Source: an optimization exercise on an open RTL-to-GDS flow (aim: small area, a short achievable clock period and few clock cycles). Production flows keep margins and buffers that such runs may drop. Where RTL was checked, it was by simulation tests only, not by an equivalence proof against the original. The RTL of runs 1 to 3 was laid out without a check of its function.

<file path="config.mk">
export PLATFORM = sky130hd
export DESIGN_NAME = gfrs_codec
export DESIGN_NICKNAME = gfrs_codec
export VERILOG_FILES = /design/flow/design.v
export SDC_FILE = /design/flow/constraint.sdc
export NUM_CORES = 4
export LEC_CHECK = 0
export CAP_MARGIN = 20
export CELL_PAD_IN_SITES_DETAIL_PLACEMENT = 1
export CELL_PAD_IN_SITES_GLOBAL_PLACEMENT = 2
export CORE_MARGIN = 2
export CORE_UTILIZATION = 25
export PLACE_DENSITY = 0.35
export SETUP_SLACK_MARGIN = 5
export SLEW_MARGIN = 20
</file>
<file path="constraint.sdc">
create_clock -name core_clock -period 10.0 [get_ports {clk}]
set_input_delay 2.0000 -clock core_clock [delete_from_list [all_inputs] [get_ports {clk}]]
set_output_delay 2.0000 -clock core_clock [all_outputs]
set_load 0.01 [all_outputs]
</file>
<file path="design.v">
module gf_mul (
    input  wire [7:0] a,
    input  wire [7:0] b,
    output reg  [7:0] p
);
    reg [7:0] aa;
    integer k;
    always @* begin
        p  = 8'h00;
        aa = a;
        for (k = 0; k < 8; k = k + 1) begin
            if (b[k]) p = p ^ aa;
            aa = {aa[6:0], 1'b0} ^ (aa[7] ? 8'h1d : 8'h00);
        end
    end
endmodule
module gfrs_codec (
    input  wire       clk,
    input  wire       rst,
    input  wire       cmd_valid,
    output wire       cmd_ready,
    input  wire       cmd_op,
    input  wire [7:0] cmd_dlen,
    input  wire [5:0] cmd_nsym,
    input  wire       in_valid,
    output wire       in_ready,
    input  wire [7:0] in_data,
    output wire       out_valid,
    output wire [7:0] out_data,
    output reg        done,
    output reg        err,
    output reg        szero
);
    localparam [255:0] APOW = 256'hc06030180c06038fc9ea75b45a2d984c261387cde8743a1d8040201008040201;
    localparam [255:0] AINV = 256'h122448903d7af4f5f7f3fbebcb8b0b162c58b07dfae9cf831b366cd8ad478e01;
    localparam [255:0] FIXA = 256'h82cdd05f9d3f42d70ed796ac4a73f19882018e85600522d8481ff083ec3b1c01;
    localparam [255:0] FIXB = 256'h82b53f5284d44ebb851fa9377421d504db0bf3226c20ee96421da21153abf401;
    localparam [1:0] F_IDLE = 2'd0,      
                     F_IN   = 2'd1,      
                     F_WAIT = 2'd2;      
    localparam [2:0] B_IDLE = 3'd0,
                     B_DD   = 3'd1,
                     B_FIX  = 3'd2,
                     B_CONV = 3'd3,
                     B_OUT  = 3'd4,
                     B_CLR  = 3'd5;      
    reg  [255:0] T;                      
    wire [255:0] t_nxt;
    wire [31:0]  t_we;
    reg  [1:0] fst;
    reg        f1;                       
    reg        cmd_ready_r, in_ready_r;
    reg        op_r;
    reg  [7:0] dlen_r;
    reg  [5:0] nsym_r;
    reg  [4:0] nm1_r;                    
    reg        bad_r;                    
    reg  [7:0] rem_a;                    
    reg  [5:0] rem_b;                    
    reg  [7:0] in_r;                     
    reg        inv_r, last_r;
    reg  [2:0] bst;
    reg        b_op;
    reg  [4:0] k;
    reg  [5:0] ocnt;
    reg        acc;                      
    reg        out_valid_r;
    reg        pend;                     
    reg        mD, mF, mC, mO;           
    reg [31:0] ge;                       
    assign cmd_ready = cmd_ready_r;
    assign in_ready  = in_ready_r;
    assign out_valid = out_valid_r;
    assign out_data  = T[7:0];
    wire [8:0] ntot     = {1'b0, dlen_r} + {3'b000, nsym_r};
    wire       bad      = (nsym_r > 6'd32) || ntot[8];
    wire       a0       = (rem_a == 8'd0);
    wire       b0       = (rem_b == 6'd0);
    wire       is_last  = (rem_a == 8'd1 && b0) || (a0 && rem_b == 6'd1);
    wire       zero_in  = a0 && b0;
    wire cmd_fire = cmd_valid && cmd_ready_r;
    wire in_fire  = in_valid && in_ready_r;
    wire nz0      = |T[7:0];
    reg  [1:0] fst_n;
    reg  [7:0] rem_a_n;
    reg  [5:0] rem_b_n;
    reg        last_n, start, start_z;
    reg  [2:0] bst_n;
    reg  [4:0] k_n;
    reg  [5:0] ocnt_n;
    reg        acc_n, ov_n, done_n, err_n, szero_n, bop_n, pend_n;
    reg [31:0] ge_n;
    always @* begin
        fst_n   = fst;
        rem_a_n = rem_a;
        rem_b_n = rem_b;
        last_n  = 1'b0;
        start_z = 1'b0;
        case (fst)
        F_IDLE: if (cmd_fire) begin
                    fst_n   = F_IN;
                    rem_a_n = cmd_dlen;
                    rem_b_n = cmd_op ? cmd_nsym : 6'd0;
                end
        F_IN:   if (!f1 && (bad_r || zero_in)) fst_n = F_WAIT;
                else if (in_fire) begin
                    if (!a0) rem_a_n = rem_a - 8'd1;
                    else     rem_b_n = rem_b - 6'd1;
                    if (is_last) begin
                        fst_n  = F_IDLE;
                        last_n = 1'b1;
                    end
                end
        F_WAIT: if (bst == B_IDLE) begin
                    fst_n   = F_IDLE;
                    start_z = 1'b1;
                end
        default: fst_n = F_IDLE;
        endcase
        start = (inv_r && last_r) || start_z;
        bst_n   = bst;
        k_n     = k;
        ocnt_n  = ocnt;
        acc_n   = acc;
        ov_n    = out_valid_r;
        done_n  = 1'b0;
        err_n   = err;
        szero_n = szero;
        bop_n   = b_op;
        ge_n    = ge;
        pend_n  = pend || start;
        case (bst)
        B_IDLE: begin
                    ge_n   = 32'hffff_fffe;
                    pend_n = 1'b0;
                    if (start || pend) begin
                        bop_n = op_r;
                        if (bad_r) begin
                            done_n = 1'b1; err_n = 1'b1; szero_n = 1'b0;
                        end else if (nsym_r == 6'd0) begin
                            done_n = 1'b1; err_n = 1'b0; szero_n = op_r;
                        end else if (!op_r) begin
                            bst_n = (nsym_r == 6'd1) ? B_FIX : B_DD;
                            k_n   = 5'd1;
                        end else begin
                            bst_n  = B_OUT;
                            ocnt_n = nsym_r;
                            ov_n   = 1'b1;
                            acc_n  = 1'b0;
                        end
                    end
                end
        B_DD:   begin
                    k_n  = k + 5'd1;
                    ge_n = {ge[30:0], 1'b0};
                    if (k == nm1_r) bst_n = B_FIX;
                end
        B_FIX:  begin
                    bst_n = B_CONV;
                    k_n   = 5'd30;
                    ge_n  = 32'hc000_0000;
                end
        B_CONV: begin
                    k_n  = k - 5'd1;
                    ge_n = {1'b1, ge[31:1]};
                    if (k == 5'd0) begin
                        bst_n  = B_OUT;
                        ocnt_n = nsym_r;
                        ov_n   = 1'b1;
                        acc_n  = 1'b0;
                    end
                end
        B_OUT:  begin
                    ocnt_n = ocnt - 6'd1;
                    acc_n  = acc || nz0;
                    if (ocnt == 6'd1) begin
                        bst_n   = B_IDLE;
                        ov_n    = 1'b0;
                        done_n  = 1'b1;
                        err_n   = 1'b0;
                        szero_n = b_op && !(acc || nz0);
                    end
                end
        B_CLR:  begin
                    ocnt_n = ocnt - 6'd1;
                    if (ocnt == 6'd1) bst_n = B_IDLE;
                end
        default: bst_n = B_IDLE;
        endcase
    end
    wire be_ok = (bst_n == B_IDLE && !pend_n) ||
                 ((bst_n == B_OUT || bst_n == B_CLR) && ocnt_n <= 6'd3);
    wire cmd_ready_n = ((fst == F_IDLE && !cmd_fire) || start_z) && be_ok;
    always @(posedge clk) begin
        in_r <= in_data;
        if (rst) begin
            fst         <= F_IDLE;
            cmd_ready_r <= 1'b0;
            in_ready_r  <= 1'b0;
            inv_r       <= 1'b0;
            last_r      <= 1'b0;
            pend        <= 1'b0;
            bst         <= B_CLR;
            ocnt        <= 6'd32;
            mD          <= 1'b0;
            mF          <= 1'b0;
            mC          <= 1'b0;
            mO          <= 1'b1;
            out_valid_r <= 1'b0;
            done        <= 1'b0;
            err         <= 1'b0;
            szero       <= 1'b0;
        end else begin
            fst         <= fst_n;
            cmd_ready_r <= cmd_ready_n;
            in_ready_r  <= (fst_n == F_IN);
            inv_r       <= in_fire;
            last_r      <= last_n;
            pend        <= pend_n;
            bst         <= bst_n;
            ocnt        <= ocnt_n;
            mD          <= (bst_n == B_DD);
            mF          <= (bst_n == B_FIX);
            mC          <= (bst_n == B_CONV);
            mO          <= (bst_n == B_OUT) || (bst_n == B_CLR);
            out_valid_r <= ov_n;
            done        <= done_n;
            err         <= err_n;
            szero       <= szero_n;
        end
        if (cmd_fire) begin
            op_r   <= cmd_op;
            dlen_r <= cmd_dlen;
            nsym_r <= cmd_nsym;
            nm1_r  <= cmd_nsym[4:0] - 5'd1;
        end
        f1    <= cmd_fire;
        bad_r <= bad;
        rem_a <= rem_a_n;
        rem_b <= rem_b_n;
        k     <= k_n;
        ge    <= ge_n;
        acc   <= acc_n;
        b_op  <= bop_n;
    end
    wire mH = inv_r;
    genvar j;
    generate
        for (j = 0; j < 32; j = j + 1) begin : g_pos
            wire [7:0] t  = T[8*j +: 8];
            wire [7:0] tp = (j < 31) ? T[8*((j + 1) % 32) +: 8] : 8'h00;
            wire [7:0] tm = (j > 0)  ? T[8*((j + 31) % 32) +: 8] : 8'h00;
            wire [7:0] th = (j == 0) ? (t & {8{!mO}}) : t;
            wire       en = (nsym_r > j);
            wire [7:0] x  = ({8{mH}} & in_r) | ({8{mD}} & tm) | ({8{mC && ge[j]}} & tp);
            wire [7:0] m, f, s;
            gf_mul u_m (.a(th ^ x), .b(APOW[8*j +: 8]), .p(m));
            gf_mul u_f (.a(t),      .b(FIXA[8*j +: 8]), .p(f));
            gf_mul u_s (.a(tp),     .b(AINV[15:8]),     .p(s));
            wire selM = (mH && en) || (mD && ge[j] && en) || mC;
            assign t_we[j] = selM || mF || mO;
            assign t_nxt[8*j +: 8] = ({8{selM}} & m) | ({8{mF}} & f) | ({8{mO}} & s);
        end
    endgenerate
    integer i;
    always @(posedge clk)
        for (i = 0; i < 32; i = i + 1)
            if (t_we[i]) T[8*i +: 8] <= t_nxt[8*i +: 8];
endmodule
</file>
<file path="run.sh">
#!/bin/bash
# synth_recipe.tcl (not shown) runs the flow's synth.tcl, then flattens the netlist and writes it again
# the make line also repeats each setting of config.mk as NAME=value (left out here)
make -C /OpenROAD-flow-scripts/flow DESIGN_CONFIG=/design/flow/config.mk WORK_HOME=/design/flow/orfs CLKGATE_MAP_FILE= SYNTH_SCRIPT=/design/flow/synth_recipe.tcl finish
</file>
==> results by group, run 1 <==
Global routing
  • Number of antenna violations at the first check in global routing: 2
  • Wire length of the first global-routing pass: 198500 um
  • Global route total overflow: 0
  • Global-route usage over all layers: 0.2042
  • Via count of the first global-routing pass: 26211
  • Pin count of the biggest net entering global routing: 109

Detailed routing
  • DR vias/cell: 5.213
  • Violation count after the first detailed-routing iteration: 1739
  • Routed WL: 135700 um
  • Final ANT Viol Nets: 0
  • Routed len/inst: 28.47 um
  • Number of detailed-route iterations in the first pass: 5
  • Number of vias in the routed layout: 24856
  • Remaining DRCs: 0

CTS
  • Post-cts repair resize count: 0
  • CTS H-Tree Depth: 2
  • Largest buffer count on any clock path: 3
  • CTS clk-pin slew, worst paths: 0.06 ns
  • TritonCTS clock tree: done
  • Clock Tree Root: clkbuf_16
  • Post-CTS setup-driven buffer insertion count: 0
  • CTS Buf Count: 56
  • Clock latency of the later-clocked register in the worst-skew pair: 0.69 ns
  • Sinks on Clock Net: 363
  • Hold-fix buffers at CTS: 0

Setup path
  • Worst-path cell chain: buf_4, and2_2, buf_4, a221oi_2, xnor2_1, xnor2_2, xor2_1, xnor2_1, o221ai_1
  • Worst-path cell with the longest stage delay: and2_2
  • Worst endpoint required time: 10.38 ns
  • Arrival time reported for the critical path endpoint: 4.19 ns
  • Type of element launching the critical path: flop
  • CP Capture Type: flop
  • Worst Path Buf+Inv: 2
  • Register-to-register setup slack: 6.20 ns
  • Startpoint-to-endpoint class of the critical path: flop to flop
  • Delay of the slowest cell on the worst path: 0.57 ns
  • Largest fanout of any net on the critical path: 35
  • CP delay by family, top: XOR/XNOR gates

Floorplanning
  • Y dimension of the die: 361.7 um
  • Overall die area: 130800 um^2
  • Die Wd: 361.7 um
  • CORE AREA: 127200 um^2
  • Cell Rows: 131
  • Starting utilization of the core area: 0.2515
  • Number of top-level design ports: 41

Synth
  • Cell accounting for the most synthesized area: edfxtp_1
  • Post-Synthesis Net Count: 3377
  • Yosys reg bits: 363
  • Share of the yosys chip area belonging to registers: 0.3302
  • Gate count after technology mapping: 3333
  • Post-synth design cell area: 31980 um^2
  • Commonest register cell after synthesis: edfxtp_1
  • Number of synthesized flops with an enable pin: 329
  • Async SR Flop Fraction: 0
  • Distinct cell type count of the synthesized netlist: 63
  • Proportion of netlist area held by the largest area contributor: 0.3089
  • Biggest area contributors in the synthesized netlist: edfxtp_1 31%, xnor2_1 22%, xor2_1 10%
  • Syn. warnings: 2
  • Mean cell area of the mapped netlist: 9.596 um^2

Final layout
  • Area overhead of the layout relative to synthesis: 9.244%
  • Storage cell area: 10580 um^2
  • Most frequent standard cell in the layout excluding fill and tap cells: xnor2_1
  • Number of filler instances in the final layout: 14350
  • Number of non-filler instances in the completed layout: 4768
  • Nets: 3101
  • Multi-input logic area: 19520 um^2
  • Share of final-layout standard cells stronger than drive strength 1: 0.07118
  • Final instance area: 34940 um^2
  • Highest-count cells in the layout ignoring fill and taps: 800 x xnor2_1, 369 x xor2_1, 329 x edfxtp_1, 226 x o21ai_0, 209 x a221oi_1

STA
  • Min cycle time layout: 3.803 ns
  • Final period utilization: 0.3803
  • Total count of hold-check failures in the final report: 0
  • Final setup TNS: 0 ns
  • Count of pins over their slew limit: 0
  • Worst setup margin: 6.197 ns
  • Worst setup skew after layout: 0.02411 ns
  • Fmax: 263.0 MHz
  • Tightest slew margin relative to the limit: 0.2692
  • Count of endpoints failing setup in the final report: 0
  • Unrepaired setup endpoints after global routing: false
  • Slew at the pin with the worst max-slew slack: 1.096 ns

Placed design
  • RePlAce Congestion: 0.7793
  • Setup slack after placement: 5.960 ns
  • Instance area at placement: 32980 um^2
  • Count of port buffers added during placement: 40
  • Count of placed standard cells including taps: 4661
  • Dpl hpwl: 90860 um

Run
  • Count of maximum capacitance violations: 0

Status
  • Result of the run: finished clean

Worst hold path
  • Classification of the worst-slack hold path: flop to flop
## final cells by class
class,instances,area share
Clock inverter,35,0.01404
Clock buffer,71,0.04201
Sequential cell,363,0.3027
Timing Repair Buffer,81,0.02063
Tap cell,1662,0.05952
Antenna cell,1,0.00007162
Inverter,22,0.002399
Multi-Input combinational cell,2533,0.5586
## synth_stat cells (36+ instances only)
| library cell | instances |
|---|---|
| nor2_1 | 91 |
| xnor2_2 | 36 |
| xnor2_1 | 800 |
| a21oi_1 | 89 |
| edfxtp_1 | 329 |
| a221oi_1 | 209 |
| nand2_1 | 177 |
| buf_2 | 63 |
| a22oi_1 | 204 |
| o21ai_0 | 226 |
| clkbuf_1 | 308 |
| xor2_1 | 369 |
| and2_1 | 36 |
## state kept, by name, summed over array words and instances, names as in the netlist, 2 cells and up
| signal | count |
|---|---|
| T | 256 |
| bst | 3 |
| dlen_r | 8 |
| nsym_r | 6 |
| ge | 32 |
| nm1_r | 5 |
| ocnt | 6 |
| rem_b | 6 |
| in_r | 8 |
| rem_a | 8 |
| k | 5 |
| fst | 2 |
## kinds of logic after synthesis
| logic type | Yosys count | share of synthesized area |
|---|---|---|
| and+or+nand+nor | 400 | 0.05708 |
| muxes | 4 | 0.001330 |
| adders and majority gates | 17 | 0.006885 |
| buffers and inverters | 437 | 0.06017 |
| AOI/OAI and AO/OA | 900 | 0.2014 |
| xor gates and xnor gates | 1212 | 0.3430 |
| DFF | 363 | 0.3302 |
## path summary, 6_finish.rpt
check,start,end,cells past startpoint
setup / recovery,inv_r,T[132],9
hold / removal,szero,szero,2
hold reg to reg,szero,szero,2
setup reg to reg,inv_r,T[132],9
## worst min-delay path: stages (launching register included)
cell     delay, ns
dfxtp_1       0.33
mux2i_1       0.12
nor2_1        0.05
## per-stage QoR
stage / hold WS (ns) / util
after floorplan: 0.4906 / -
after global placement: 0.5372 / 0.2593
after detailed placement: 0.5433 / 0.2593
after CTS: 0.5536 / 0.2747
after global routing: 0.5655 / 0.2747
final: 0.5476 / 0.2747
## metal layers
layer | vias to the layer above | share of wire | global-route usage | routed length (um)
met3 | 134 | 0.029 | 0.01976 | 3909
met2 | 466 | 0.47 | 0.3353 | 63350
met1 | 12971 | 0.48 | 0.2896 | 65770
met5 | - | 0 | 0 | 0
met4 | 0 | 0.020 | 0.04208 | 2691
li1 | 11285 | - | - | -
==> run 2, diff against run 1 <==
==> flow/run.sh (new file) <==
#!/bin/bash
set -euo pipefail
bash standard.sh SETUP_SLACK_MARGIN=7 finish > standard_flow.log 2>&1
==> standard.sh (new file) <==
#!/bin/bash
# synth_recipe.tcl (not shown) runs the flow's synth.tcl, then flattens the netlist and writes it again
# the make line also repeats each setting of config.mk as NAME=value (left out here)
make -C /OpenROAD-flow-scripts/flow DESIGN_CONFIG=/design/flow/config.mk WORK_HOME=/design/flow/orfs CLKGATE_MAP_FILE= SYNTH_SCRIPT=/design/flow/synth_recipe.tcl "${@:-finish}"
--- a/config.mk
+++ b/config.mk
@@ -12,4 +12,3 @@
 export CORE_UTILIZATION = 25
 export PLACE_DENSITY = 0.35
-export SETUP_SLACK_MARGIN = 5
 export SLEW_MARGIN = 20
removed: run.sh
==> results by group, run 2 <==
Final layout
  • Register name with the most flops: T
  • Nets: 3127
  • Share of final-layout standard cells stronger than drive strength 1: 0.09178
  • Diode insertion count for antenna repair: 0
  • Final instance area: 35230 um^2
  • Number of filler instances in the final layout: 14291
  • Area overhead of the layout relative to synthesis: 10.16%
  • Most frequent standard cell in the layout excluding fill and tap cells: xnor2_1
  • Largest register FFs: 256
  • Final Util: 0.2770
  • Highest-count cells in the layout ignoring fill and taps: 794 x xnor2_1, 369 x xor2_1, 329 x edfxtp_1, 225 x o21ai_0, 209 x a221oi_1
  • Largest registers in the final layout: T (256), ge (32)

STA
  • Worst setup skew after layout: 0.02255 ns
  • Final setup TNS: 0 ns
  • Count of endpoints failing setup in the final report: 0
  • Unrepaired setup endpoints after global routing: true
  • Count of pins over their slew limit: 0
  • Hold slack: 0.5261 ns
  • Fmax: 308.0 MHz
  • Worst setup margin: 6.753 ns
  • Tightest slew margin relative to the limit: 0.2003
  • Min cycle time layout: 3.247 ns
  • Final period utilization: 0.3247
  • Total count of hold-check failures in the final report: 0
  • Slew at the pin with the worst max-slew slack: 1.187 ns

Detailed routing
  • Final ANT Viol Nets: 0
  • Violation count after the first detailed-routing iteration: 1582
  • Routed WL: 138700 um
  • Number of vias in the routed layout: 24782
  • Number of detailed-route iterations in the first pass: 8
  • Remaining DRCs: 0
  • DR vias/cell: 5.175
  • Routed len/inst: 28.96 um

Synth
  • Commonest register cell after synthesis: edfxtp_1
  • Post-synth design cell area: 31980 um^2
  • Post-Synthesis Net Count: 3377
  • Gate count after technology mapping: 3333
  • Mean cell area of the mapped netlist: 9.596 um^2
  • Async SR Flop Fraction: 0
  • Yosys reg bits: 363
  • Cell with the most instances after synthesis: xnor2_1
  • Biggest area contributors in the synthesized netlist: edfxtp_1 31%, xnor2_1 22%, xor2_1 10%
  • Number of synthesized flops with an enable pin: 329
  • Syn. warnings: 2
  • Distinct cell type count of the synthesized netlist: 63
  • Leading post-synthesis cells by instance count: 800 x xnor2_1, 369 x xor2_1, 329 x edfxtp_1, 308 x clkbuf_1, 226 x o21ai_0
  • Proportion of netlist area held by the largest area contributor: 0.3089
  • Share of the yosys chip area belonging to registers: 0.3302
  • Cell accounting for the most synthesized area: edfxtp_1

Global routing
  • Wire length of the first global-routing pass: 200500 um
  • Pin count of the biggest net entering global routing: 76
  • Global-route usage over all layers: 0.2069
  • Number of antenna violations at the first check in global routing: 2
  • Via count of the first global-routing pass: 26790
  • Global route total overflow: 0

Setup path
  • Type of element launching the critical path: flop
  • Worst Path Buf+Inv: 1
  • Capture instance of the worst register-to-register path: T[132]
  • CP Capture Type: output pin
  • Worst-path cell chain: buf_2
  • Crit Reg-Reg Startpoint: inv_r
  • Register-to-register setup slack: 7.09 ns
  • Startpoint-to-endpoint class of the critical path: flop to output pin
  • Largest fanout of any net on the critical path: 2
  • Depth of the worst register-to-register path: 8
  • Worst endpoint required time: 8.00 ns
  • CP delay by family, top: flip-flops
  • Endpoint of the worst setup timing path: out_data[2]
  • Worst-path cell with the longest stage delay: edfxtp_1
  • Delay of the slowest cell on the worst path: 0.42 ns
  • Launching element of the worst setup path: T[2]
  • Arrival time reported for the critical path endpoint: 1.25 ns
  • Number of cells on the critical path: 1

CTS
  • Largest buffer count on any clock path: 3
  • Clock latency of the later-clocked register in the worst-skew pair: 0.67 ns
  • CTS H-Tree Depth: 2
  • CTS Buf Count: 53
  • Hold-fix buffers at CTS: 0
  • Clock Tree Root: clkbuf_16
  • TritonCTS clock tree: done
  • CTS clk-pin slew, worst paths: 0.06 ns
  • Sinks on Clock Net: 363

Placed design
  • RePlAce Congestion: 0.7741
  • Count of port buffers added during placement: 40
  • Setup slack after placement: 5.713 ns
  • Instance area at placement: 32990 um^2
  • Dpl hpwl: 90170 um

Run
  • Count of maximum capacitance violations: 0

Floorplanning
  • Die Wd: 361.7 um
  • Y dimension of the die: 361.7 um
  • Number of top-level design ports: 41
  • CORE AREA: 127200 um^2
  • Starting utilization of the core area: 0.2515
  • Cell Rows: 131
  • Overall die area: 130800 um^2

Worst hold path
  • Classification of the worst-slack hold path: flop to flop

Status
  • Result of the run: finished clean
run 2: cell counts after synthesis:
No cell type changed its count.
run 2: area by class of cell:
class | count | area (um^2) | area share
Clock buffer | 69 | 1416 | 0.04020
Clock inverter | 30 | 265.3 | 0.007529
Inverter | 22 | 83.83 | 0.002379
Multi-Input combinational cell | 2534 | 19670 | 0.5583
Sequential cell | 363 | 10590 | 0.3007
Tap cell | 1662 | 2079 | 0.05902
Timing Repair Buffer | 109 | 1124 | 0.03189
run 2: cells by family (layout without fill, tap and decap cells):
logic type / Yosys count / in the layout / share of synthesized area
buffers and inverters: 437 / 230 / 0.06017
AOI/OAI and AO/OA: 900 / 900 / 0.2014
and+or+nand+nor: 400 / 401 / 0.05708
muxes: 4 / 4 / 0.001330
xor gates and xnor gates: 1212 / 1212 / 0.3430
adders and majority gates: 17 / 17 / 0.006885
DFF: 363 / 363 / 0.3302
run 2: how the worst min path moves through the flow:
stage,to,cells after the start,startpoint
final,out_valid_r,2,out_valid_r
after global routing,out_valid_r,2,out_valid_r
after CTS,out_valid_r,2,out_valid_r
after detailed placement,out_valid_r,2,out_valid_r
after global placement,out_valid_r,2,out_valid_r
after floorplan,bad_r,2,dlen_r[6]
run 2: metrics by stage:
| step | cells |
|---|---|
| floorplan | 3333 |
| global placement | 4660 |
| detailed placement | 4660 |
| CTS | 4776 |
| global route | 4789 |
| finish | 4789 |
run 2: per-layer routing:
layer / track usage / up-vias / wire (um)
met5: 0 / - / 13
met4: 0.04935 / 2 / 3381
met3: 0.02183 / 157 / 4157
met2: 0.3490 / 437 / 65150
met1: 0.2822 / 12851 / 66010
li1: - / 11335 / -
run 2: repair_timing:
action / 4_1_cts / 5_1_grt
gates resized for setup: 108 / 24
buffers inserted: 15 / 11
cloned: 2 / 2
pin swaps: 3 / 4
setup endpoints to repair: 339 / 79
==> run 3, diff against run 2 <==
==> flow/run.sh (replaced) <==
#!/bin/bash
set -euo pipefail
bash standard.sh SETUP_SLACK_MARGIN=7.5 finish > standard_flow.log 2>&1
--- a/config.mk
+++ b/config.mk
@@ -10,5 +10,5 @@
 export CELL_PAD_IN_SITES_GLOBAL_PLACEMENT = 2
 export CORE_MARGIN = 2
-export CORE_UTILIZATION = 25
-export PLACE_DENSITY = 0.35
+export CORE_UTILIZATION = 50
+export PLACE_DENSITY = 0.6
 export SLEW_MARGIN = 20
==> results by group, run 3 <==
Final layout
  • Nets: 3218
  • Area overhead of the layout relative to synthesis: 13.49%
  • Most frequent standard cell in the layout excluding fill and tap cells: xnor2_1
  • Highest-count cells in the layout ignoring fill and taps: 740 x xnor2_1, 361 x xor2_1, 329 x edfxtp_1, 219 x o21ai_0, 204 x a22oi_1
  • Diode insertion count for antenna repair: 0
  • Final instance area: 36300 um^2
  • Register name with the most flops: T
  • Share of final-layout standard cells stronger than drive strength 1: 0.1675
  • Largest registers in the final layout: T (256), ge (32)
  • Largest register FFs: 256

Setup path
  • Startpoint-to-endpoint class of the critical path: flop to output pin
  • Largest fanout of any net on the critical path: 2
  • CP Capture Type: output pin
  • Type of element launching the critical path: flop
  • Arrival time reported for the critical path endpoint: 1.16 ns
  • CP delay by family, top: flip-flops
  • Worst-path cell with the longest stage delay: edfxtp_1
  • Worst Path Buf+Inv: 1
  • Delay of the slowest cell on the worst path: 0.40 ns
  • Worst-path cell chain: buf_2
  • Worst endpoint required time: 8.00 ns

Placed design
  • RePlAce Congestion: 0.9363
  • Count of port buffers added during placement: 40
  • Instance area at placement: 31980 um^2
  • Dpl hpwl: 69850 um

Detailed routing
  • Final ANT Viol Nets: 0
  • Routed len/inst: 28.65 um
  • Routed WL: 116200 um
  • Violation count after the first detailed-routing iteration: 2615
  • Remaining DRCs: 0
  • DR vias/cell: 6.549
  • Number of detailed-route iterations in the first pass: 5
  • Number of vias in the routed layout: 26568

Run
  • Count of maximum capacitance violations: 0

Floorplanning
  • CORE AREA: 63200 um^2
  • Number of top-level design ports: 41
  • Die Wd: 256.9 um
  • Starting utilization of the core area: 0.5061
  • Overall die area: 66010 um^2
  • Y dimension of the die: 256.9 um
  • Cell Rows: 92

Synth
  • Post-synth design cell area: 31980 um^2
  • Share of the yosys chip area belonging to registers: 0.3302
  • Proportion of netlist area held by the largest area contributor: 0.3089
  • Cell with the most instances after synthesis: xnor2_1
  • Cell accounting for the most synthesized area: edfxtp_1
  • Post-Synthesis Net Count: 3377
  • Commonest register cell after synthesis: edfxtp_1
  • Number of synthesized flops with an enable pin: 329
  • Async SR Flop Fraction: 0
  • Syn. warnings: 2
  • Yosys reg bits: 363
  • Mean cell area of the mapped netlist: 9.596 um^2
  • Biggest area contributors in the synthesized netlist: edfxtp_1 31%, xnor2_1 22%, xor2_1 10%
  • Distinct cell type count of the synthesized netlist: 63
  • Leading post-synthesis cells by instance count: 800 x xnor2_1, 369 x xor2_1, 329 x edfxtp_1, 308 x clkbuf_1, 226 x o21ai_0
  • Gate count after technology mapping: 3333

CTS
  • CTS H-Tree Depth: 2
  • Hold-fix buffers at CTS: 0
  • Largest buffer count on any clock path: 3
  • Clock Tree Root: clkbuf_16
  • Clock latency of the later-clocked register in the worst-skew pair: 0.61 ns
  • Sinks on Clock Net: 363
  • TritonCTS clock tree: done
  • CTS Buf Count: 46
  • CTS clk-pin slew, worst paths: 0.07 ns

Global routing
  • Number of antenna violations at the first check in global routing: 0
  • Wire length of the first global-routing pass: 172600 um
  • Via count of the first global-routing pass: 27263
  • Global route total overflow: 0
  • Pin count of the biggest net entering global routing: 160
  • Global-route usage over all layers: 0.3357

Status
  • Result of the run: finished clean

STA
  • Worst setup skew after layout: 0.02688 ns
  • Slew at the pin with the worst max-slew slack: 1.134 ns
  • Tightest slew margin relative to the limit: 0.2438
  • Min cycle time layout: 3.155 ns
  • Final setup TNS: 0 ns
  • Fmax: 317.0 MHz
  • Total count of hold-check failures in the final report: 0
  • Count of pins over their slew limit: 0
  • Final period utilization: 0.3155
  • Unrepaired setup endpoints after global routing: true
  • Count of endpoints failing setup in the final report: 0

Worst hold path
  • Classification of the worst-slack hold path: flop to flop
==> run 3: changes by cell type in the layout (fill, tap and decap cells not counted), moves of 13 or more <==
cell      delta
nor2_2      +16
a221oi_2    +25
buf_4       +73
and2_1      -13
a221oi_1    -33
xnor2_1     -54
xnor2_2     +52
nor2_1      -20
==> run 3: layout make-up <==
class / count / area, um^2
Sequential cell: 363 / 10590
Clock buffer: 58 / 1246
Multi-Input combinational cell: 2533 / 20690
Tap cell: 846 / 1059
Clock inverter: 27 / 276.5
Inverter: 22 / 111.4
Fill cell: 6719 / 26900
Timing Repair Buffer: 208 / 2323
==> run 3: tightest hold or removal path: stages (launching register included) <==
cell     delay (ns)
dfxtp_2        0.33
mux2i_1        0.06
nor2_1         0.07
==> run 3: per-layer routing <==
metal	track usage	wire length, um
met5	0	0
met4	0.1384	4934
met3	0.03940	7844
met2	0.5535	54890
met1	0.4479	48570
==> run 3: logic make-up after synthesis <==
family / share of synthesized area
flip-flops: 0.3302
adder cells (fa/ha/maj): 0.006885
buffers and inverters: 0.06017
AND/OR/NAND/NOR: 0.05708
AO/OA/AOI/OAI: 0.2014
multiplexers: 0.001330
XOR/XNOR: 0.3430
==> run 3: repair_timing <==
item / in CTS / in global routing
pin swaps: 39 / 44
setup buffers: 62 / 59
cloned: 9 / 7
endpoints found under the setup margin: 596 / 332
gates resized for setup: 210 / 137
==> run 3: worst paths after layout <==
| kind | endpoint | slack [ns] | from | cells after the start |
|---|---|---|---|---|
| worst min-delay path | szero | 0.50 | szero | 2 |
| worst max register to register | T[122] | 7.44 | inv_r | 10 |
| worst max-delay path | out_data[4] | 6.84 | T[4] | 1 |
| worst min register to register | szero | 0.50 | szero | 2 |
==> run 3: metrics by stage <==
| stage | instances | utilization | hold slack [ns] | setup WS [ns] |
|---|---|---|---|---|
| after floorplan | 3333 | - | 0.4866 | 6.969 |
| after global placement | 3835 | 0.5060 | 0.4838 | 5.963 |
| after detailed placement | 3835 | 0.5060 | 0.4864 | 5.852 |
| after CTS | 3991 | 0.5522 | 0.5044 | 6.820 |
| after global routing | 4057 | 0.5744 | 0.5359 | 6.800 |
| final | 4057 | 0.5744 | 0.4994 | 6.845 |
==> run 4, diff against run 3 <==
--- a/design.v
+++ b/design.v
@@ -43,6 +43,5 @@
                      B_FIX  = 3'd2,
                      B_CONV = 3'd3,
-                     B_OUT  = 3'd4,
-                     B_CLR  = 3'd5;      
+                     B_OUT  = 3'd4;
     reg  [255:0] T;                      
     wire [255:0] t_nxt;
@@ -58,5 +57,5 @@
     reg  [7:0] rem_a;                    
     reg  [5:0] rem_b;                    
-    reg  [7:0] in_r;                     
+    reg  [7:0] in_g;                     
     reg        inv_r, last_r;
     reg  [2:0] bst;
@@ -67,6 +66,8 @@
     reg        out_valid_r;
     reg        pend;                     
-    reg        mD, mF, mC, mO;           
-    reg [31:0] ge;                       
+    reg        mF, mC, mO;               
+    reg        clr;                      
+    reg [31:0] aD;                       
+    reg [31:0] xC;                       
     assign cmd_ready = cmd_ready_r;
     assign in_ready  = in_ready_r;
@@ -90,5 +91,5 @@
     reg  [5:0] ocnt_n;
     reg        acc_n, ov_n, done_n, err_n, szero_n, bop_n, pend_n;
-    reg [31:0] ge_n;
+    reg [31:0] aD_n, xC_n;
     always @* begin
         fst_n   = fst;
@@ -128,9 +129,7 @@
         szero_n = szero;
         bop_n   = b_op;
-        ge_n    = ge;
         pend_n  = pend || start;
         case (bst)
         B_IDLE: begin
-                    ge_n   = 32'hffff_fffe;
                     pend_n = 1'b0;
                     if (start || pend) begin
@@ -153,5 +152,4 @@
         B_DD:   begin
                     k_n  = k + 5'd1;
-                    ge_n = {ge[30:0], 1'b0};
                     if (k == nm1_r) bst_n = B_FIX;
                 end
@@ -159,9 +157,7 @@
                     bst_n = B_CONV;
                     k_n   = 5'd30;
-                    ge_n  = 32'hc000_0000;
                 end
         B_CONV: begin
                     k_n  = k - 5'd1;
-                    ge_n = {1'b1, ge[31:1]};
                     if (k == 5'd0) begin
                         bst_n  = B_OUT;
@@ -182,16 +178,27 @@
                     end
                 end
-        B_CLR:  begin
-                    ocnt_n = ocnt - 6'd1;
-                    if (ocnt == 6'd1) bst_n = B_IDLE;
-                end
         default: bst_n = B_IDLE;
         endcase
     end
+    wire [31:0] en;                      
+    genvar j;
+    generate
+        for (j = 0; j < 32; j = j + 1) begin : g_en
+            assign en[j] = (nsym_r > j);
+        end
+    endgenerate
+    always @* begin
+        aD_n = 32'h0;
+        xC_n = 32'h0;
+        if (bst_n == B_DD)
+            aD_n = (bst == B_DD) ? ({aD[30:0], 1'b0} & en) : (32'hffff_fffe & en);
+        if (bst_n == B_CONV)
+            xC_n = (bst == B_CONV) ? {1'b1, xC[31:1]} : 32'hc000_0000;
+    end
     wire be_ok = (bst_n == B_IDLE && !pend_n) ||
-                 ((bst_n == B_OUT || bst_n == B_CLR) && ocnt_n <= 6'd3);
+                 (bst_n == B_OUT && ocnt_n <= 6'd3);
     wire cmd_ready_n = ((fst == F_IDLE && !cmd_fire) || start_z) && be_ok;
     always @(posedge clk) begin
-        in_r <= in_data;
+        in_g <= in_fire ? in_data : 8'h00;
         if (rst) begin
             fst         <= F_IDLE;
@@ -201,10 +208,11 @@
             last_r      <= 1'b0;
             pend        <= 1'b0;
-            bst         <= B_CLR;
-            ocnt        <= 6'd32;
-            mD          <= 1'b0;
+            bst         <= B_IDLE;
+            clr         <= 1'b1;
             mF          <= 1'b0;
+            aD          <= 32'h0;
+            xC          <= 32'h0;
             mC          <= 1'b0;
-            mO          <= 1'b1;
+            mO          <= 1'b0;
             out_valid_r <= 1'b0;
             done        <= 1'b0;
@@ -219,9 +227,11 @@
             pend        <= pend_n;
             bst         <= bst_n;
+            clr         <= 1'b0;
             ocnt        <= ocnt_n;
-            mD          <= (bst_n == B_DD);
             mF          <= (bst_n == B_FIX);
+            aD          <= aD_n;
+            xC          <= xC_n;
             mC          <= (bst_n == B_CONV);
-            mO          <= (bst_n == B_OUT) || (bst_n == B_CLR);
+            mO          <= (bst_n == B_OUT);
             out_valid_r <= ov_n;
             done        <= done_n;
@@ -240,10 +250,8 @@
         rem_b <= rem_b_n;
         k     <= k_n;
-        ge    <= ge_n;
         acc   <= acc_n;
         b_op  <= bop_n;
     end
     wire mH = inv_r;
-    genvar j;
     generate
         for (j = 0; j < 32; j = j + 1) begin : g_pos
@@ -252,12 +260,11 @@
             wire [7:0] tm = (j > 0)  ? T[8*((j + 31) % 32) +: 8] : 8'h00;
             wire [7:0] th = (j == 0) ? (t & {8{!mO}}) : t;
-            wire       en = (nsym_r > j);
-            wire [7:0] x  = ({8{mH}} & in_r) | ({8{mD}} & tm) | ({8{mC && ge[j]}} & tp);
+            wire [7:0] x  = in_g | ({8{aD[j]}} & tm) | ({8{xC[j]}} & tp);
             wire [7:0] m, f, s;
             gf_mul u_m (.a(th ^ x), .b(APOW[8*j +: 8]), .p(m));
             gf_mul u_f (.a(t),      .b(FIXA[8*j +: 8]), .p(f));
             gf_mul u_s (.a(tp),     .b(AINV[15:8]),     .p(s));
-            wire selM = (mH && en) || (mD && ge[j] && en) || mC;
-            assign t_we[j] = selM || mF || mO;
+            wire selM = (mH && en[j]) || aD[j] || mC;
+            assign t_we[j] = selM || mF || mO || clr;
             assign t_nxt[8*j +: 8] = ({8{selM}} & m) | ({8{mF}} & f) | ({8{mO}} & s);
         end
==> flow/run.sh (replaced) <==
#!/bin/bash
set -euo pipefail
bash standard.sh SETUP_SLACK_MARGIN=7 finish > standard_flow.log 2>&1
==> results by group, run 4 <==
Final layout
  • Nets: 3035
  • Area overhead of the layout relative to synthesis: 6.814%
  • Highest-count cells in the layout ignoring fill and taps: 850 x xnor2_1, 348 x xor2_1, 303 x edfxtp_1, 260 x o21ai_0, 241 x a221oi_1
  • Number of non-filler instances in the completed layout: 3821
  • Largest register FFs: 256
  • Share of final-layout standard cells stronger than drive strength 1: 0.06434
  • Number of filler instances in the final layout: 6717
  • Diode insertion count for antenna repair: 0
  • Largest registers in the final layout: T (256), xC (32), aD (31)
  • Most frequent standard cell in the layout excluding fill and tap cells: xnor2_1
  • Register name with the most flops: T

Synth
  • Post-synth design cell area: 30960 um^2
  • Cell accounting for the most synthesized area: edfxtp_1
  • Yosys reg bits: 394
  • Distinct cell type count of the synthesized netlist: 53
  • Gate count after technology mapping: 3229
  • Async SR Flop Fraction: 0
  • Leading post-synthesis cells by instance count: 850 x xnor2_1, 377 x clkbuf_1, 348 x xor2_1, 303 x edfxtp_1, 260 x o21ai_0
  • Proportion of netlist area held by the largest area contributor: 0.2939
  • Commonest register cell after synthesis: edfxtp_1
  • Mean cell area of the mapped netlist: 9.587 um^2
  • Share of the yosys chip area belonging to registers: 0.3528
  • Syn. warnings: 2
  • Biggest area contributors in the synthesized netlist: edfxtp_1 29%, xnor2_1 24%, xor2_1 9.8%
  • Number of synthesized flops with an enable pin: 303
  • Post-Synthesis Net Count: 3273
  • Cell with the most instances after synthesis: xnor2_1

CTS
  • Sinks on Clock Net: 394
  • Clock latency of the later-clocked register in the worst-skew pair: 0.61 ns
  • TritonCTS clock tree: done
  • Clock Tree Root: clkbuf_16
  • CTS H-Tree Depth: 2
  • CTS clk-pin slew, worst paths: 0.06 ns
  • CTS Buf Count: 49
  • Largest buffer count on any clock path: 3

STA
  • Unrepaired setup endpoints after global routing: true
  • Worst setup skew after layout: 0.02109 ns
  • Fmax: 311.1 MHz
  • Tightest slew margin relative to the limit: 0.3503
  • Count of pins over their slew limit: 0
  • Count of endpoints failing setup in the final report: 0
  • Min cycle time layout: 3.215 ns
  • Final period utilization: 0.3215
  • Final setup TNS: 0 ns
  • Slew at the pin with the worst max-slew slack: 0.9745 ns
  • Total count of hold-check failures in the final report: 0

Setup path
  • Arrival time reported for the critical path endpoint: 1.21 ns
  • Type of element launching the critical path: flop
  • Largest fanout of any net on the critical path: 2
  • CP Capture Type: output pin
  • Worst endpoint required time: 8.00 ns
  • Delay of the slowest cell on the worst path: 0.45 ns
  • CP delay by family, top: flip-flops
  • Startpoint-to-endpoint class of the critical path: flop to output pin
  • Worst-path cell chain: buf_6
  • Worst Path Buf+Inv: 1
  • Worst-path cell with the longest stage delay: edfxtp_1

Worst hold path
  • Classification of the worst-slack hold path: flop to flop

Floorplanning
  • CORE AREA: 61480 um^2
  • Overall die area: 63920 um^2
  • Number of top-level design ports: 41
  • Starting utilization of the core area: 0.5035
  • Cell Rows: 91
  • Die Wd: 252.8 um
  • Y dimension of the die: 252.8 um

Detailed routing
  • Number of detailed-route iterations in the first pass: 5
  • Number of vias in the routed layout: 24799
  • DR vias/cell: 6.490
  • Routed len/inst: 27.39 um
  • Violation count after the first detailed-routing iteration: 2464
  • Routed WL: 104700 um
  • Final ANT Viol Nets: 0
  • Remaining DRCs: 0

Placed design
  • RePlAce Congestion: 0.8844
  • Count of placed standard cells including taps: 3709
  • Dpl hpwl: 69300 um
  • Count of port buffers added during placement: 40

Global routing
  • Wire length of the first global-routing pass: 160700 um
  • Pin count of the biggest net entering global routing: 175
  • Global-route usage over all layers: 0.3235
  • Global route total overflow: 0
  • Via count of the first global-routing pass: 25496
  • Number of antenna violations at the first check in global routing: 0

Run
  • Count of maximum capacitance violations: 0

Status
  • Result of the run: finished clean
==> run 4: cell types whose count changed after synthesis, sizes merged, moves of 36 or more <==
| cell | before | now |
|---|---|---|
| and3 | 8 | 44 |
| a21oi | 89 | 38 |
| buf | 105 | 21 |
| nand2 | 177 | 129 |
| clkbuf | 310 | 377 |
| and2 | 41 | 4 |
| dfxtp | 34 | 91 |
==> run 4: per-layer routing <==
layer | GRT usage | wire length [um] | share of wire | vias to the layer above
li1 | - | - | - | 11040
met1 | 0.4521 | 46630 | 0.45 | 12656
met2 | 0.5256 | 48780 | 0.47 | 931
met3 | 0.03762 | 6506 | 0.062 | 172
met4 | 0.09687 | 2739 | 0.026 | 0
met5 | 0 | 0 | 0 | -
==> run 4: through the flow <==
stage | utilization | area, um^2 | hold WS, ns | setup slack, ns
after floorplan | - | 30990 | 0.4178 | 6.986
after global placement | 0.5082 | 31240 | 0.4477 | 5.740
after detailed placement | 0.5082 | 31240 | 0.4496 | 5.690
after CTS | 0.5361 | 32960 | 0.4733 | 6.748
after global routing | 0.5378 | 33070 | 0.5007 | 6.767
final | 0.5378 | 33070 | 0.4704 | 6.785
==> run 4: timing repair <==
| action | CTS | global route |
|---|---|---|
| setup endpoints to repair | 140 | 108 |
| gates cloned | 0 | 1 |
| resized for setup | 79 | 15 |
| pin swaps | 0 | 2 |
| setup buffers | 16 | 4 |
| hold buffers | 0 | 0 |
==> run 4: worst paths after layout <==
check | from | depth (start not counted) | slack (ns) | to
hold / removal | xC[31] | 1 | 0.47 | xC[30]
setup reg to reg | in_g[7] | 8 | 7.06 | T[133]
hold reg to reg | xC[31] | 1 | 0.47 | xC[30]
setup / recovery | T[1] | 1 | 6.79 | out_data[1]
==> run 4: final cells by class <==
cell class / count / area, um^2 / area share
flip-flops and latches: 394 / 10950 / 0.3310
well taps: 790 / 988.4 / 0.02989
clock buffers: 71 / 1423 / 0.04302
multi-input cells: 2414 / 18540 / 0.5607
clock inverters: 20 / 148.9 / 0.004503
repair buffers: 108 / 923.4 / 0.02792
inverters: 24 / 96.34 / 0.002914
==> run 4: kinds of logic (layout without fill, tap and decap cells) <==
group / after synthesis / in the layout / share of synthesized area
fa+ha+maj: 17 / 17 / 0.007113
xor+xnor: 1198 / 1198 / 0.3389
buf+inv: 422 / 223 / 0.05258
flops: 394 / 394 / 0.3528
simple gates: 339 / 340 / 0.05149
compound gates: 858 / 858 / 0.1968
mux: 1 / 1 / 0.0003233
Testbench counts of run 4, summed over its fixed seeds: cycles 42,556.
==> run 5, diff against run 4 <==
==> config.mk (replaced) <==
export PLATFORM = sky130hd
export DESIGN_NAME = gfrs_codec
export DESIGN_NICKNAME = gfrs_codec
export VERILOG_FILES = /design/flow/design.v
export SDC_FILE = /design/flow/constraint.sdc
export NUM_CORES = 4
export LEC_CHECK = 0
export CAP_MARGIN = 20
export CELL_PAD_IN_SITES_DETAIL_PLACEMENT = 0
export CELL_PAD_IN_SITES_GLOBAL_PLACEMENT = 1
export CORE_MARGIN = 2
export CORE_UTILIZATION = 60
export PLACE_DENSITY = 0.7
export SLEW_MARGIN = 20
==> results by group, run 5 <==
Status
  • Result of the run: finished clean

Floorplanning
  • Cell Rows: 83
  • Starting utilization of the core area: 0.6047
  • Overall die area: 53430 um^2
  • Y dimension of the die: 231.1 um
  • CORE AREA: 51200 um^2
  • Number of top-level design ports: 41
  • Die Wd: 231.1 um

Global routing
  • Global-route usage over all layers: 0.3510
  • Wire length of the first global-routing pass: 146300 um
  • Via count of the first global-routing pass: 24419
  • Pin count of the biggest net entering global routing: 100
  • Global route total overflow: 0
  • Number of antenna violations at the first check in global routing: 0

Synth
  • Proportion of netlist area held by the largest area contributor: 0.2939
  • Post-Synthesis Net Count: 3273
  • Commonest register cell after synthesis: edfxtp_1
  • Async SR Flop Fraction: 0
  • Biggest area contributors in the synthesized netlist: edfxtp_1 29%, xnor2_1 24%, xor2_1 9.8%
  • Distinct cell type count of the synthesized netlist: 53
  • Leading post-synthesis cells by instance count: 850 x xnor2_1, 377 x clkbuf_1, 348 x xor2_1, 303 x edfxtp_1, 260 x o21ai_0
  • Cell with the most instances after synthesis: xnor2_1
  • Cell accounting for the most synthesized area: edfxtp_1
  • Gate count after technology mapping: 3229
  • Share of the yosys chip area belonging to registers: 0.3528
  • Mean cell area of the mapped netlist: 9.587 um^2
  • Syn. warnings: 2
  • Number of synthesized flops with an enable pin: 303
  • Yosys reg bits: 394
  • Post-synth design cell area: 30960 um^2

Setup path
  • CP Capture Type: output pin
  • Register-to-register setup slack: 7.06 ns
  • Capture instance of the worst register-to-register path: T[160]
  • Largest fanout of any net on the critical path: 11
  • CP delay by family, top: flip-flops
  • Worst endpoint required time: 8.00 ns
  • Type of element launching the critical path: flop
  • Worst Path Buf+Inv: 1
  • Startpoint-to-endpoint class of the critical path: flop to output pin
  • Arrival time reported for the critical path endpoint: 1.16 ns
  • Delay of the slowest cell on the worst path: 0.40 ns
  • Crit Reg-Reg Startpoint: nsym_r[1]
  • Worst-path cell with the longest stage delay: dfxtp_4
  • Depth of the worst register-to-register path: 7
  • Worst-path cell chain: clkbuf_2

STA
  • Slew at the pin with the worst max-slew slack: 1.134 ns
  • Worst setup skew after layout: 0.01279 ns
  • Count of pins over their slew limit: 0
  • Final setup TNS: 0 ns
  • Tightest slew margin relative to the limit: 0.2443
  • Min cycle time layout: 3.158 ns
  • Final period utilization: 0.3158
  • Hold slack: 0.4549 ns
  • Total count of hold-check failures in the final report: 0
  • Unrepaired setup endpoints after global routing: true
  • Fmax: 316.6 MHz
  • Count of endpoints failing setup in the final report: 0

Detailed routing
  • Routed len/inst: 25.81 um
  • Routed WL: 95420 um
  • Violation count after the first detailed-routing iteration: 2765
  • Number of vias in the routed layout: 24803
  • Number of detailed-route iterations in the first pass: 6
  • Final ANT Viol Nets: 0
  • Remaining DRCs: 0
  • DR vias/cell: 6.709

CTS
  • Clock Tree Root: clkbuf_16
  • CTS clk-pin slew, worst paths: 0.06 ns
  • Largest buffer count on any clock path: 3
  • Hold-fix buffers at CTS: 0
  • Clock latency of the later-clocked register in the worst-skew pair: 0.61 ns
  • Sinks on Clock Net: 394
  • CTS H-Tree Depth: 2
  • TritonCTS clock tree: done
  • CTS Buf Count: 46

Final layout
  • Highest-count cells in the layout ignoring fill and taps: 850 x xnor2_1, 348 x xor2_1, 303 x edfxtp_1, 260 x o21ai_0, 241 x a221oi_1
  • Most frequent standard cell in the layout excluding fill and tap cells: xnor2_1
  • Nets: 3023
  • Share of final-layout standard cells stronger than drive strength 1: 0.06530
  • Largest register FFs: 256
  • Diode insertion count for antenna repair: 0
  • Largest registers in the final layout: T (256), xC (32), aD (31)
  • Register name with the most flops: T
  • Area overhead of the layout relative to synthesis: 5.925%
  • Number of filler instances in the final layout: 4214

Worst hold path
  • Classification of the worst-slack hold path: flop to flop
  • Number of instances on the worst hold path: 1
  • Terminating pin of the worst hold path: xC[30]
  • Worst Hold Launch: xC[31]

Run
  • Count of maximum capacitance violations: 0

Placed design
  • RePlAce Congestion: 0.9383
  • Count of port buffers added during placement: 40
  • Dpl hpwl: 62030 um
## run 5: worst max-delay path by stage
stage | start | end | slack [ns] | cells past startpoint
floorplan | rst | aD[10] | 6.99 | 5
global placement | rst | xC[11] | 5.97 | 5
detailed placement | rst | xC[14] | 5.92 | 5
CTS | in_ready_r | in_ready | 6.68 | 1
global route | T[5] | out_data[5] | 6.82 | 1
finish | in_ready_r | in_ready | 6.84 | 1
## run 5: through the flow
step           worst slack (ns)  std cells  area, um^2    util
2_1_floorplan             6.986       3229       30990       -
3_3_place_gp              5.969       3593       31040  0.6063
3_5_place_dp              5.925       3593       31050  0.6064
4_1_cts                   6.684       3690       32650  0.6377
5_1_grt                   6.817       3697       32790  0.6405
6_report                  6.842       3697       32790  0.6405
## run 5: layout make-up
class | instances | area (um^2) | area share
Timing Repair Buffer | 99 | 828.3 | 0.02526
Tap cell | 680 | 850.8 | 0.02595
Clock buffer | 58 | 1300 | 0.03964
Inverter | 24 | 90.09 | 0.002747
Multi-Input combinational cell | 2414 | 18580 | 0.5666
Sequential cell | 394 | 10950 | 0.3339
Clock inverter | 28 | 192.7 | 0.005876
## run 5: kinds of logic after synthesis
logic type / share of synthesized area
flops: 0.3528
mux: 0.0003233
simple gates: 0.05149
compound gates: 0.1968
buf+inv: 0.05258
fa+ha+maj: 0.007113
xor+xnor: 0.3389
## run 5: routing by layer
metal | vias to the layer above | routed length (um) | GRT usage
met5 | - | 0 | 0
met4 | 0 | 3521 | 0.1435
met3 | 233 | 9057 | 0.04909
met2 | 1400 | 44840 | 0.5763
met1 | 12156 | 38010 | 0.4670
li1 | 11014 | - | -
## run 5: worst reg2reg max path: stages, from the launching register on
cell and delay, ns:
edfxtp_1 0.60, nor2_2 0.47, nor2b_1 0.17, o21ai_0 0.41
nand2b_1 0.22, a211oi_1 0.29, buf_4 0.21, nand2_1 0.23
## run 5: what timing repair did
action / in CTS / in global routing
setup endpoints to repair: 274 / 123
cloned: 0 / 1
buffers inserted: 11 / 6
gates resized for setup: 78 / 20
pin swaps: 0 / 2
==> run 6, diff against run 5 <==
--- a/config.mk
+++ b/config.mk
@@ -6,4 +6,5 @@
 export NUM_CORES = 4
 export LEC_CHECK = 0
+export ABC_AREA = 1
 export CAP_MARGIN = 20
 export CELL_PAD_IN_SITES_DETAIL_PLACEMENT = 0
==> results by group, run 6 <==
CTS
  • CTS H-Tree Depth: 2
  • Sinks on Clock Net: 394
  • TritonCTS clock tree: done
  • Clock latency of the later-clocked register in the worst-skew pair: 0.64 ns
  • CTS Buf Count: 51
  • Largest buffer count on any clock path: 3
  • Clock Tree Root: clkbuf_16
  • CTS clk-pin slew, worst paths: 0.06 ns

Global routing
  • Global route total overflow: 0
  • Number of antenna violations at the first check in global routing: 0
  • Pin count of the biggest net entering global routing: 70
  • Via count of the first global-routing pass: 37795
  • Global-route usage over all layers: 0.3644
  • Wire length of the first global-routing pass: 214500 um

STA
  • Min cycle time layout: 3.229 ns
  • Tightest slew margin relative to the limit: 0.2735
  • Worst setup margin: 6.771 ns
  • Fmax: 309.7 MHz
  • Count of pins over their slew limit: 0
  • Total count of hold-check failures in the final report: 0
  • Final setup TNS: 0 ns
  • Final period utilization: 0.3229
  • Hold slack: 0.4512 ns
  • Count of endpoints failing setup in the final report: 0
  • Unrepaired setup endpoints after global routing: true
  • Slew at the pin with the worst max-slew slack: 1.090 ns
  • Worst setup skew after layout: 0.01846 ns

Floorplanning
  • Die Wd: 272.7 um
  • Number of top-level design ports: 41
  • Starting utilization of the core area: 0.6058
  • Cell Rows: 98
  • Overall die area: 74340 um^2
  • Y dimension of the die: 272.7 um
  • CORE AREA: 71490 um^2

Synth
  • Yosys reg bits: 394
  • Biggest area contributors in the synthesized netlist: edfxtp_1 21%, xor2_1 16%, nand2_1 15%
  • Syn. warnings: 2
  • Cell accounting for the most synthesized area: edfxtp_1
  • Mean cell area of the mapped netlist: 7.060 um^2
  • Proportion of netlist area held by the largest area contributor: 0.2101
  • Post-synth design cell area: 43310 um^2
  • Commonest register cell after synthesis: edfxtp_1
  • Post-Synthesis Net Count: 6178
  • Cell with the most instances after synthesis: nand2_1
  • Share of the yosys chip area belonging to registers: 0.2522
  • Leading post-synthesis cells by instance count: 1676 x nand2_1, 795 x xor2_1, 631 x inv_1, 494 x nand3_1, 451 x xnor2_1
  • Distinct cell type count of the synthesized netlist: 66
  • Gate count after technology mapping: 6134
  • Async SR Flop Fraction: 0
  • Number of synthesized flops with an enable pin: 303

Setup path
  • Startpoint-to-endpoint class of the critical path: flop to output pin
  • Delay of the slowest cell on the worst path: 0.43 ns
  • Worst Path Buf+Inv: 1
  • Worst-path cell with the longest stage delay: edfxtp_1
  • Arrival time reported for the critical path endpoint: 1.23 ns
  • Worst endpoint required time: 8.00 ns
  • Type of element launching the critical path: flop
  • Worst-path cell chain: buf_2
  • Largest fanout of any net on the critical path: 2
  • CP delay by family, top: flip-flops
  • CP Capture Type: output pin

Placed design
  • Count of port buffers added during placement: 40
  • Setup slack after placement: 5.745 ns
  • Instance area at placement: 43680 um^2
  • Dpl hpwl: 99530 um
  • RePlAce Congestion: 1.003

Detailed routing
  • Violation count after the first detailed-routing iteration: 4454
  • Remaining DRCs: 0
  • Routed len/inst: 19.90 um
  • DR vias/cell: 5.803
  • Routed WL: 138500 um
  • Number of detailed-route iterations in the first pass: 6
  • Final ANT Viol Nets: 0
  • Number of vias in the routed layout: 40386

Status
  • Result of the run: finished clean

Final layout
  • Diode insertion count for antenna repair: 0
  • Number of filler instances in the final layout: 6735
  • Multi-input logic area: 28730 um^2
  • Most frequent standard cell in the layout excluding fill and tap cells: nand2_1
  • Largest register FFs: 256
  • Storage cell area: 10940 um^2
  • Final instance area: 45860 um^2
  • Highest-count cells in the layout ignoring fill and taps: 1672 x nand2_1, 785 x xor2_1, 627 x inv_1, 493 x nand3_1, 449 x xnor2_1
  • Largest registers in the final layout: T (256), xC (32), aD (31)
  • Nets: 6011
  • Area overhead of the layout relative to synthesis: 5.891%
  • Share of final-layout standard cells stronger than drive strength 1: 0.06622
  • Register name with the most flops: T

Run
  • Count of maximum capacitance violations: 0

Worst hold path
  • Classification of the worst-slack hold path: flop to flop
## run 6: layout make-up
cell class,count,area share
repair inverters,1,0.0001091
clock buffers,70,0.03435
repair buffers,80,0.01528
well taps,950,0.02592
flip-flops and latches,394,0.2386
multi-input cells,4784,0.6266
clock inverters,26,0.004529
inverters,655,0.05468
## run 6: worst reg2reg max path: stages, from the launching register on
cell and delay (ns):
dfxtp_2 0.91, inv_1 0.72, nand3_1 0.52, inv_1 0.19, nand2_1 0.31
## run 6: per-layer routing
metal / routed length (um) / global-route usage / vias to the layer above
met4: 5783 / 0.1369 / 0
met1: 57850 / 0.5035 / 18660
li1: - / - / 19374
met5: 0 / 0 / -
met3: 13750 / 0.05588 / 317
met2: 61150 / 0.5752 / 2035
## run 6: cell families (layout without fill, tap and decap cells)
family | count (synthesis) | in the layout | synth area share
and+or+nand+nor | 2615 | 2615 | 0.2572
xor gates and xnor gates | 1321 | 1321 | 0.2822
buffers and inverters | 956 | 832 | 0.09037
AOI/OAI and AO/OA | 831 | 831 | 0.1129
DFF | 394 | 394 | 0.2522
adders and majority gates | 17 | 17 | 0.005085
## run 6: final timing paths
path	to	slack, ns	depth (start not counted)	from
worst max-delay path	out_data[3]	6.77	1	T[3]
worst min-delay path	xC[30]	0.45	1	xC[31]
worst max register to register	T[199]	7.01	4	mC
worst min register to register	xC[30]	0.45	1	xC[31]
## run 6: metrics by stage
stage          utilization  instances
2_1_floorplan            -       6134
3_3_place_gp        0.6110       6845
3_5_place_dp        0.6110       6845
4_1_cts             0.6380       6950
5_1_grt             0.6415       6960
6_report            0.6415       6960
## run 6: what timing repair did
action / in CTS / in global routing
buffers inserted: 8 / 10
hold buffers: 0 / 0
endpoints found under the setup margin: 246 / 218
endpoints found under the hold margin: 0 / 0
pin swaps: 0 / 0
gates cloned: 1 / 0
gates resized for setup: 92 / 36
==> run 7, diff against run 6 <==
--- a/config.mk
+++ b/config.mk
@@ -6,5 +6,4 @@
 export NUM_CORES = 4
 export LEC_CHECK = 0
-export ABC_AREA = 1
 export CAP_MARGIN = 20
 export CELL_PAD_IN_SITES_DETAIL_PLACEMENT = 0
@@ -12,4 +11,6 @@
 export CORE_MARGIN = 2
 export CORE_UTILIZATION = 60
+export CTS_CLUSTER_DIAMETER = 60
+export CTS_CLUSTER_SIZE = 20
 export PLACE_DENSITY = 0.7
 export SLEW_MARGIN = 20
==> results by group, run 7 <==
Status
  • Result of the run: finished clean

Synth
  • Share of the yosys chip area belonging to registers: 0.3528
  • Mean cell area of the mapped netlist: 9.587 um^2
  • Compound-gate portion of the synthesized area: 0.1968
  • Proportion of netlist area held by the largest area contributor: 0.2939
  • Cell accounting for the most synthesized area: edfxtp_1
  • Gate count after technology mapping: 3229
  • Proportion of synthesized area in mux cells: 0.0003233
  • Biggest area contributors in the synthesized netlist: edfxtp_1 29%, xnor2_1 24%, xor2_1 9.8%
  • Number of synthesized flops with an enable pin: 303
  • Commonest register cell after synthesis: edfxtp_1
  • Leading post-synthesis cells by instance count: 850 x xnor2_1, 377 x clkbuf_1, 348 x xor2_1, 303 x edfxtp_1, 260 x o21ai_0
  • Syn. warnings: 2
  • Simple-gate area share of the yosys netlist: 0.05149

Setup path
  • Register-to-register setup slack: 7.08 ns
  • Startpoint-to-endpoint class of the critical path: flop to output pin
  • Crit Reg-Reg Startpoint: nsym_r[3]
  • CP Capture Type: output pin
  • Worst endpoint required time: 8.00 ns
  • CP delay by family, top: flip-flops
  • Worst-path cell chain: buf_6
  • Largest fanout of any net on the critical path: 2
  • Worst Path Buf+Inv: 1

CTS
  • TritonCTS clock tree: done
  • Sinks on Clock Net: 394
  • Clock latency of the later-clocked register in the worst-skew pair: 0.58 ns
  • Largest buffer count on any clock path: 3
  • CTS Buf Count: 40
  • CTS H-Tree Depth: 2

Final layout
  • Area overhead of the layout relative to synthesis: 5.679%
  • Final instance area: 32720 um^2
  • Most frequent standard cell in the layout excluding fill and tap cells: xnor2_1
  • Highest-count cells in the layout ignoring fill and taps: 850 x xnor2_1, 348 x xor2_1, 303 x edfxtp_1, 260 x o21ai_0, 241 x a221oi_1
  • Diode insertion count for antenna repair: 0

Floorplanning
  • Y dimension of the die: 231.1 um
  • CORE AREA: 51200 um^2
  • Overall die area: 53430 um^2
  • Die Wd: 231.1 um
  • Number of top-level design ports: 41

STA
  • Min cycle time layout: 3.153 ns
  • Final setup TNS: 0 ns
  • Slew at the pin with the worst max-slew slack: 1.166 ns
  • Unrepaired setup endpoints after global routing: true
  • Count of pins over their slew limit: 0
  • Worst setup skew after layout: 0.01620 ns
  • Total count of hold-check failures in the final report: 0
  • Count of endpoints failing setup in the final report: 0
  • Tightest slew margin relative to the limit: 0.2224

Worst hold path
  • Worst Hold Launch: xC[31]
  • Terminating pin of the worst hold path: xC[30]
  • Number of instances on the worst hold path: 1
  • Classification of the worst-slack hold path: flop to flop

Placed design
  • RePlAce Congestion: 0.9383
  • Count of port buffers added during placement: 40
  • Count of placed standard cells including taps: 3593
  • Dpl hpwl: 62030 um

Global routing
  • Number of antenna violations at the first check in global routing: 0
  • Wire length of the first global-routing pass: 146000 um
  • Pin count of the biggest net entering global routing: 100
  • Via count of the first global-routing pass: 24281

Detailed routing
  • Final ANT Viol Nets: 0
  • Remaining DRCs: 0
  • Routed len/inst: 25.90 um
  • DR vias/cell: 6.713
  • Routed WL: 95370 um

Run
  • Count of maximum capacitance violations: 0
-- run 7: cell families (layout without fill, tap and decap cells) --
group | after synthesis | in the layout
flip-flops | 394 | 394
multiplexers | 1 | 1
AND/OR/NAND/NOR | 339 | 340
XOR/XNOR | 1198 | 1198
AO/OA/AOI/OAI | 858 | 858
buffers and inverters | 422 | 194
adder cells (fa/ha/maj) | 17 | 17
-- run 7: worst max path at each step --
| stage | endpoint | cells after the start |
|---|---|---|
| global route | out_data[0] | 1 |
| global placement | xC[11] | 5 |
| CTS | in_ready | 1 |
| finish | out_data[0] | 1 |
| detailed placement | xC[14] | 5 |
| floorplan | aD[10] | 5 |
-- run 7: area by class of cell --
class	instances	area [um^2]
inverter	24	90.09
clock inverter	27	332.8
fill	4228	18480
timing repair buffer	98	820.8
tap	680	850.8
clock buffer	45	1082
multi-input combinational	2414	18590
sequential	394	10950
-- run 7: through the flow --
step | hold slack (ns) | setup slack [ns] | util
finish | 0.4583 | 6.847 | 0.6390
global route | 0.4847 | 6.824 | 0.6390
CTS | 0.4547 | 6.704 | 0.6363
detailed placement | 0.4274 | 5.925 | 0.6064
global placement | 0.4278 | 5.969 | 0.6063
floorplan | 0.4178 | 6.986 | -
-- run 7: metal layers --
| metal | GRT usage | part of all wire | vias up |
|---|---|---|---|
| met5 | 0 | 0 | - |
| met4 | 0.1302 | 0.034 | 0 |
| met3 | 0.05500 | 0.092 | 229 |
| met2 | 0.5750 | 0.47 | 1346 |
| met1 | 0.4664 | 0.40 | 12133 |
| li1 | - | - | 11010 |
-- run 7: repair_timing --
action                                  4_1_cts  5_1_grt
hold buffers                                  0        0
endpoints found under the setup margin      274      124
pin swaps                                     0        2
buffers inserted                             11        5
cloned                                        0        1
gates resized for setup                      81       20

-- static timing again, ports no longer ideal --
The results above use ideal ports. As a check the final layouts listed here were re-extracted and re-timed, cells and wires unchanged. Step 1, drivers: a clkbuf_16 drives clk and a buf_2 each remaining input, both assumed. Step 2 adds t to the input delays and takes it off the output delays; t is the mean of the earliest and latest rising clock arrival at the registers after step 1. Input paths then give back, and output paths get back, about the clock's delay inside the block. Slacks: ideal / step 1 / step 2; pairs: ideal / step 1.
run	shift t [ns]	setup WS [ns]	worst setup path after step 2	pins driven straight from the clock port
run 1	0.741	6.197 / 6.156 / 6.002	input to register	1
run 2	0.726	6.753 / 6.684 / 6.346	input to register	1
run 3	0.667	6.845 / 6.777 / 6.800	input to register	1
run 4	0.664	6.785 / 6.723 / 6.443	input to register	1
run 5	0.664	6.842 / 6.777 / 6.453	input to register	1
run 6	0.698	6.771 / 6.699 / 6.412	input to register	1
run 7	0.633	6.847 / 6.787 / 6.502	input to register	1
After both steps every run listed still meets setup and hold. For run 2, which loses most, drivers alone change the setup slack by -0.069 ns; drivers and shift together by -0.407 ns.
